This design comes from an exercise in tuning for small area, a short achievable clock period and few clock cycles on the open sky130 flow, not from production work. The RTL was checked by simulation tests, not by an equivalence proof against the original design.

==> design/flow/design.v <==
module fce_engine (
    input  wire         clk,
    input  wire         rst,         
    input  wire         start,       
    input  wire         dir,         
    input  wire         var_vb,      
    input  wire [5:0]   len,         
    input  wire [31:0]  rounds,      
    input  wire [127:0] key,         
    input  wire [255:0] buf_in,      
    output wire         busy,
    output reg          done,        
    output reg          err,
    output reg  [2:0]   errcode,
    output wire [255:0] buf_out
);
    localparam [31:0] DELTA   = 32'h9E3779B9;
    localparam [5:0]  BUF_CAP = 6'd32;
    localparam [2:0] ERR_NONE       = 3'd0;
    localparam [2:0] ERR_BLOCK_LEN  = 3'd2;
    localparam [2:0] ERR_TOO_LARGE  = 3'd3;
    localparam [2:0] ERR_BUFFER_LEN = 3'd5;
    localparam [1:0] S_IDLE = 2'd0;
    localparam [1:0] S_PREP = 2'd1;    
    localparam [1:0] S_RUN  = 2'd2;
    localparam [1:0] S_POST = 2'd3;    
    reg [1:0]   state;
    reg         dir_r;
    reg         vb_r;
    reg         ph;          
    reg         mf;          
    reg [3:0]   nw_r;        
    reg [2:0]   p;           
    reg [31:0]  acc;
    reg [31:0]  tgt;         
    reg [31:0]  rz;          
    reg [31:0]  nb;          
    reg [31:0]  kw [0:3];
    reg [31:0]  w  [0:7];
    assign busy = (state != S_IDLE);
    genvar gi;
    generate
        for (gi = 0; gi < 8; gi = gi + 1) begin : g_out
            assign buf_out[32*gi +: 32] = w[gi];
        end
    endgenerate
    wire [3:0] nw_in = len[5:2];
    reg [2:0] chk_code;
    always @(*) begin
        if (len > BUF_CAP)
            chk_code = ERR_TOO_LARGE;
        else if (!var_vb && (len[2:0] != 3'd0))
            chk_code = ERR_BUFFER_LEN;
        else if (var_vb && (len[1:0] != 2'd0))
            chk_code = ERR_BUFFER_LEN;
        else if (var_vb && (nw_in < 4'd2))
            chk_code = ERR_BLOCK_LEN;
        else
            chk_code = ERR_NONE;
    end
    reg [31:0] qd_in;
    always @(*) begin
        case (nw_in)
            4'd2:    qd_in = DELTA * 32'd32;
            4'd3:    qd_in = DELTA * 32'd23;
            4'd4:    qd_in = DELTA * 32'd19;
            4'd5:    qd_in = DELTA * 32'd16;
            4'd6:    qd_in = DELTA * 32'd14;
            4'd7:    qd_in = DELTA * 32'd13;
            default: qd_in = DELTA * 32'd12;
        endcase
    end
    wire fb_empty = (nw_in == 4'd0) || (rounds == 32'd0);
    wire [31:0] md = tgt * DELTA;    
    wire [2:0] last   = nw_r[2:0] - 3'd1;
    wire [2:0] p_inc  = (p == last) ? 3'd0 : p + 3'd1;
    wire [2:0] p_dec  = (p == 3'd0) ? last : p - 3'd1;
    wire [2:0] p_inc2 = (p_inc == last) ? 3'd0 : p_inc + 3'd1;
    wire [2:0] p_dec2 = (p_dec == 3'd0) ? last : p_dec - 3'd1;
    wire       prep = (state == S_PREP);
    wire [2:0] pv = prep ? (dir_r ? 3'd0 : last) : (vb_r ? p : 3'd0);
    wire [2:0] pf = prep ? (dir_r ? p_dec : p_inc) : (dir_r ? p_dec2 : p_inc2);
    wire [31:0] rd_v = w[pv];
    wire [31:0] rd_f = w[pf];
    wire        upd_v0 = (ph == dir_r);
    wire [1:0]  ksel = vb_r ? (p[1:0] ^ acc[3:2]) : (upd_v0 ? acc[1:0] : acc[12:11]);
    wire [31:0] kk   = kw[ksel];
    wire [31:0] dm   = {32{dir_r}};
    wire [31:0] z0 = (vb_r && dir_r) ? nb : rz;
    wire [31:0] y0 = (vb_r && dir_r) ? rz : nb;
    wire [31:0] a1 = (z0 >> 5) ^ (vb_r ? (y0 << 2) : (z0 << 4));
    wire [31:0] b1 = vb_r ? ((y0 >> 3) ^ (z0 << 4)) : z0;
    wire [31:0] s1, s2, new0;
    padd u_s1 (.a(a1), .b(b1), .ci(1'b0), .s(s1));
    padd u_s2 (.a(acc ^ (vb_r ? y0 : 32'd0)), .b(kk ^ (vb_r ? z0 : 32'd0)), .ci(1'b0), .s(s2));
    padd u_n0 (.a(rd_v), .b((s1 ^ s2) ^ dm), .ci(dir_r), .s(new0));
    wire [31:0] lnew [0:3];
    assign lnew[0] = new0;
    generate
        for (gi = 1; gi < 4; gi = gi + 1) begin : g_lane
            wire [31:0] wp = w[2*gi];
            wire [31:0] wq = w[2*gi+1];
            wire [31:0] f, sm;
            padd u_f (.a((wq << 4) ^ (wq >> 5)), .b(wq), .ci(1'b0), .s(f));
            padd u_n (.a(wp), .b((f ^ s2) ^ dm), .ci(dir_r), .s(sm));
            assign lnew[gi] = sm;
        end
    endgenerate
    wire [31:0] acc_step;
    padd u_acc (.a(acc), .b(DELTA ^ dm), .ci(dir_r), .s(acc_step));
    wire [31:0] cmp_v    = (!vb_r && dir_r) ? 32'd0 : tgt;
    wire        acc_hit  = (acc == cmp_v);
    wire vb_round_end = dir_r ? (p == 3'd0) : (p == last);
    integer j;
    always @(posedge clk) begin
        if (rst) begin
            state   <= S_IDLE;
            done    <= 1'b0;
            err     <= 1'b0;
            errcode <= ERR_NONE;
        end else begin
            done <= 1'b0;
            case (state)
                S_IDLE: begin
                    if (start) begin
                        dir_r <= dir;
                        vb_r  <= var_vb;
                        nw_r  <= nw_in;
                        for (j = 0; j < 4; j = j + 1)
                            kw[j] <= key[32*j +: 32];
                        ph <= 1'b0;
                        mf <= !dir;
                        p  <= dir ? nw_in[2:0] - 3'd1 : 3'd0;
                        rz <= buf_in[63:32];
                        if (var_vb) begin
                            acc <= dir ? qd_in : DELTA;
                            tgt <= dir ? DELTA : qd_in;
                        end else begin
                            acc <= 32'd0;
                            tgt <= rounds;
                        end
                        err     <= (chk_code != ERR_NONE);
                        errcode <= chk_code;
                        for (j = 0; j < 8; j = j + 1)
                            w[j] <= (chk_code != ERR_NONE || j < nw_in) ? buf_in[32*j +: 32] : 32'd0;
                        if (chk_code != ERR_NONE)
                            done <= 1'b1;
                        else if (var_vb)
                            state <= S_PREP;
                        else if (fb_empty)
                            done <= 1'b1;
                        else
                            state <= dir ? S_PREP : S_RUN;
                    end
                end
                S_PREP: begin
                    state <= S_RUN;
                    rz <= rd_v;
                    nb <= rd_f;
                    if (!vb_r) begin
                        acc <= md;
                        tgt <= md;
                        for (j = 0; j < 4; j = j + 1) begin
                            w[2*j]   <= w[2*j+1];
                            w[2*j+1] <= w[2*j];
                        end
                    end
                end
                S_POST: begin
                    state <= S_IDLE;
                    done  <= 1'b1;
                    for (j = 0; j < 4; j = j + 1) begin
                        w[2*j]   <= w[2*j+1];
                        w[2*j+1] <= w[2*j];
                    end
                end
                S_RUN: begin
                    rz <= new0;
                    if (vb_r) begin
                        w[p] <= new0;
                        nb   <= (nw_r == 4'd2) ? new0 : rd_f;
                        if (vb_round_end) begin
                            acc <= acc_step;
                            p   <= dir_r ? last : 3'd0;
                            if (acc_hit) begin
                                state <= S_IDLE;
                                done  <= 1'b1;
                            end
                        end else begin
                            p <= dir_r ? p - 3'd1 : p + 3'd1;
                        end
                    end else begin
                        for (j = 0; j < 4; j = j + 1) begin
                            if (2 * j < nw_r) begin
                                w[2*j]   <= w[2*j+1];
                                w[2*j+1] <= lnew[j];
                            end
                        end
                        mf <= 1'b0;
                        if (mf)
                            tgt <= md;
                        ph <= ~ph;
                        if (!ph) begin
                            acc <= acc_step;
                        end else if (acc_hit) begin
                            if (dir_r) begin
                                state <= S_POST;
                            end else begin
                                state <= S_IDLE;
                                done  <= 1'b1;
                            end
                        end
                    end
                end
                default: state <= S_IDLE;
            endcase
        end
    end
endmodule
module padd (
    input  wire [31:0] a,
    input  wire [31:0] b,
    input  wire        ci,
    output wire [31:0] s
);
    wire [31:0] g0 = a & b;
    wire [31:0] p0 = a ^ b;
    wire [31:0] g [0:5];
    wire [31:0] p [0:5];
    assign g[0] = {g0[31:1], g0[0] | (p0[0] & ci)};
    assign p[0] = p0;
    genvar l, i;
    generate
        for (l = 0; l < 5; l = l + 1) begin : lv
            for (i = 0; i < 32; i = i + 1) begin : bt
                if ((i >> l) & 1) begin : op
                    localparam integer J = ((i >> l) << l) - 1;
                    assign g[l+1][i] = g[l][i] | (p[l][i] & g[l][J]);
                    assign p[l+1][i] = p[l][i] & p[l][J];
                end else begin : pass
                    assign g[l+1][i] = g[l][i];
                    assign p[l+1][i] = p[l][i];
                end
            end
        end
    endgenerate
    assign s = p0 ^ {g[5][30:0], ci};
endmodule
==> design/flow/run.sh <==
#!/bin/bash
# synth_recipe.tcl (not shown) runs the flow's synth.tcl, then flattens the netlist and writes it again
# the make line also repeats each setting of config.mk as NAME=value (left out here)
make -C /OpenROAD-flow-scripts/flow DESIGN_CONFIG=/design/flow/config.mk WORK_HOME=/design/flow/orfs CLKGATE_MAP_FILE= SYNTH_SCRIPT=/design/flow/synth_recipe.tcl finish
==> design/flow/config.mk <==
export PLATFORM = sky130hd
export DESIGN_NAME = fce_engine
export DESIGN_NICKNAME = fce_engine
export VERILOG_FILES = /design/flow/design.v
export SDC_FILE = /design/flow/constraint.sdc
export NUM_CORES = 4
export LEC_CHECK = 0
export CAP_MARGIN = 20
export CORE_MARGIN = 2
export CORE_UTILIZATION = 40
export SLEW_MARGIN = 20
==> design/flow/constraint.sdc <==
create_clock -name core_clock -period 13.0 [get_ports {clk}]
set_input_delay 2.6000 -clock core_clock [delete_from_list [all_inputs] [get_ports {clk}]]
set_output_delay 2.6000 -clock core_clock [all_outputs]
set_load 0.01 [all_outputs]
==> summary.txt <==
* DR pass1 iterations at 10
* Post-CTS setup repair buffer count at 0
* Most common cell after layout, fill and taps aside: clkdlybuf4s50_1
* Final cell count without fillers at 8667
* FF/Latch Area at 15800 sq um
* Final TNS setup at 0 ps
* CTS Root Cell: clkbuf_16
* Routability cong. at 1.05
* Post-CTS Resized at 0
* CTS tree: yes
* Final setup margin at 2580 ps
* Filler cells at 13400
* Placed inst area at 66900 sq um
* DRT iter0 DRCs at 8575
* Gr ovfl total at 0
* Synth cell types at 94
* Net count reported at finish at 7919
* Final hold violations at 0
* Dpl hpwl at 248 mm
* Setup Skew at 36.7 ps
* Rows at 138
* Worst setup EP type: register
* Routed length per instance at 36.5 microns
* Clock Path Buffers at 3
* Status: timing/DRC/antenna clean
* Place WS at 2620 ps
* Worst setup SP type: register
* RSZ-0062 raised after global routing: no
* Initial antenna violation count at 40
* Ratio of final minimum period to clock period at 80.2%
* EDFF count, synth at 523
* I/O pin count at 689
* Via density at 6.38
* Clock-pin slew on the worst setup and hold paths at 60 ps
* Final setup violation count at 0
* Synth Area per Inst at 9.42 sq um
* Hold-fix buffers, CTS at 0
* Max cap viols at 0
* Required time worst endpoint at 13450 ps
* Syn_nets at 7276
* Die Area at 145000 sq um
* Worst min path class: reg2reg
* Max Freq at 0.0960 GHz
* Commonest cells after routing, fill and taps aside: clkdlybuf4s50_1, nand2_1, edfxtp_1
* DRC at 0
* Area of the multi-input gates at 38500 sq um
* Clock latency on the worst-skew pair at 730 ps
* Initial core utilization at 40.3%
* Kind of critical path: reg2reg
* Slowest cell on the critical path: xor2_2
* Synth Cell Area at 57000 sq um
* WL final at 316 mm
* Crit-path max FO at 21
* Core region area at 141000 sq um
* Total GRT Usage at 42.3%
* Sequential share of the synthesized area at 27.8%
* Crit path arrival time at 10870 ps
* Worst-margin pin slew at 1410 ps
* Antenna viol nets, final at 0
* Total CTS buffers at 72
* Synth warn at 3
* Cell count after synthesis at 6051
* DR vias at 55300
* Placed cell count at 8509
* Final Util at 49.0%
* Fin area at 69300 sq um
* Primary FF master, synth: edfxtp_1
* Die X at 381 microns
* Vias in the first global route at 52700
* FF+latch count, synth at 530
* Min Tclk post-route at 10420 ps
* CTS sink count at 530
* H-tree levels at 3
* Ys async rst share at 0%
* Share of cells above drive strength 1 at 7.81%
* Slew Limit Headroom at 5.63%
* Largest net degree at the start of global routing at 107
* First-pass GRT wire length at 430 mm
* Die Height at 381 microns
* IO buf count at 688
* Layout area overhead at 21.7%
* Max-slew violations at 0
* Crit-path max cell delay at 750 ps
critical path, delay by kind of cell, from the launching register on:
family | cells | cell delay [ps]
and+or+nand+nor | 5 | 1110
muxes | 2 | 810
adders and majority gates | 3 | 1160
xor gates and xnor gates | 5 | 2590
DFF | 1 | 450
AOI/OAI and AO/OA | 11 | 3380
buffers and inverters | 2 | 590
cells by family after synthesis:
family                   Yosys count  synth area share (%)
AND/OR/NAND/NOR                 1508                  11.7
AO/OA/AOI/OAI                   1471                  16.9
buffers and inverters            825                  5.53
adder cells (fa/ha/maj)          798                  21.2
XOR/XNOR                         705                  10.9
flip-flops                       530                  27.8
multiplexers                     214                  5.92
layer usage:
metal	wire, microns	vias up	GRT usage (%)	share of wire [%]
li1	-	23000	-	-
met1	114000	27100	51.9	36
met2	136000	4134	63.6	43
met3	38700	1054	12.8	12
met4	27000	18	29.4	8.6
met5	114	-	0	0.036
flip-flops by register name (all words and copies together), names as in the netlist, 2 cells and up:
register and count:
rz 32, nb 32, errcode 3, w 256, acc 32, nw_r 4
tgt 32, kw 128, p 3, state 2
stage by stage:
stage | hold slack (ps)
floorplan | 514
global placement | 495
detailed placement | 517
CTS | 528
global route | 557
finish | 518
path summary, 6_finish.rpt:
path,cells after the start,slack [ps],from,endpoint
hold / removal,2,520,errcode[2],errcode[2]
setup / recovery,28,2580,ph,w[6][31]
hold reg to reg,2,520,errcode[2],errcode[2]
setup reg to reg,28,2580,ph,w[6][31]
cells in the mapped netlist, types with 184 or more instances:
library cell  count  area share [%]
o21ai_0         251             2.2
clkbuf_1        233             1.5
a22oi_1         184             2.4
xor2_1          276             4.2
nand2_1         557             3.7
a21oi_1         444             3.9
nor2_1          436             2.9
xnor2_1         424             6.5
inv_1           520             3.4
nand3_1         225             2.0
edfxtp_1        523              28
ha_1            519              11
fa_1            279             9.8
layout make-up:
type / instances / share of cell area, %
Sequential cell: 530 / 22.9
Antenna cell: 28 / 0.101
Multi-Input combinational cell: 4696 / 55.5
Inverter: 525 / 2.84
Clock inverter: 42 / 0.639
Timing Repair Buffer: 869 / 11.9
Tap cell: 1890 / 3.41
Clock buffer: 87 / 2.68
Testbench counts, summed over its fixed seeds: cycles 105,087.

-- afterwards: timing with drivers on the ports --
How much do the figures lean on ideal ports? The routed layout below was timed once more, with nothing changed but the port constraints.
Step 1 (the two cells are an assumption about what drives the block):
set clk [get_ports {clk}]
set_driving_cell -lib_cell sky130_fd_sc_hd__clkbuf_16 $clk
set_driving_cell -lib_cell sky130_fd_sc_hd__buf_2 [delete_from_list [all_inputs] $clk]
Step 2 moves the port delays by t, midway between the first and last clock arrival at a register: inputs arrive t later, outputs are due t later. That takes back most of the time a late clock gives input paths.
Three values: ideal, step 1, step 2; two values: the first two.
shift t [ns]: 0.784
slack for setup (ns): 2.580 / 2.580 / 2.580
worst hold slack (ns): 0.518 / 0.518 / 0.518
slew at the worst register clock pin (ns): 0.08 / 0.08
cell pins on the clock port's net: 1
After both steps setup and hold are still met in this run. The setup slack of this run moves by 0.000 ns with the drivers and by 0.000 ns with both steps.
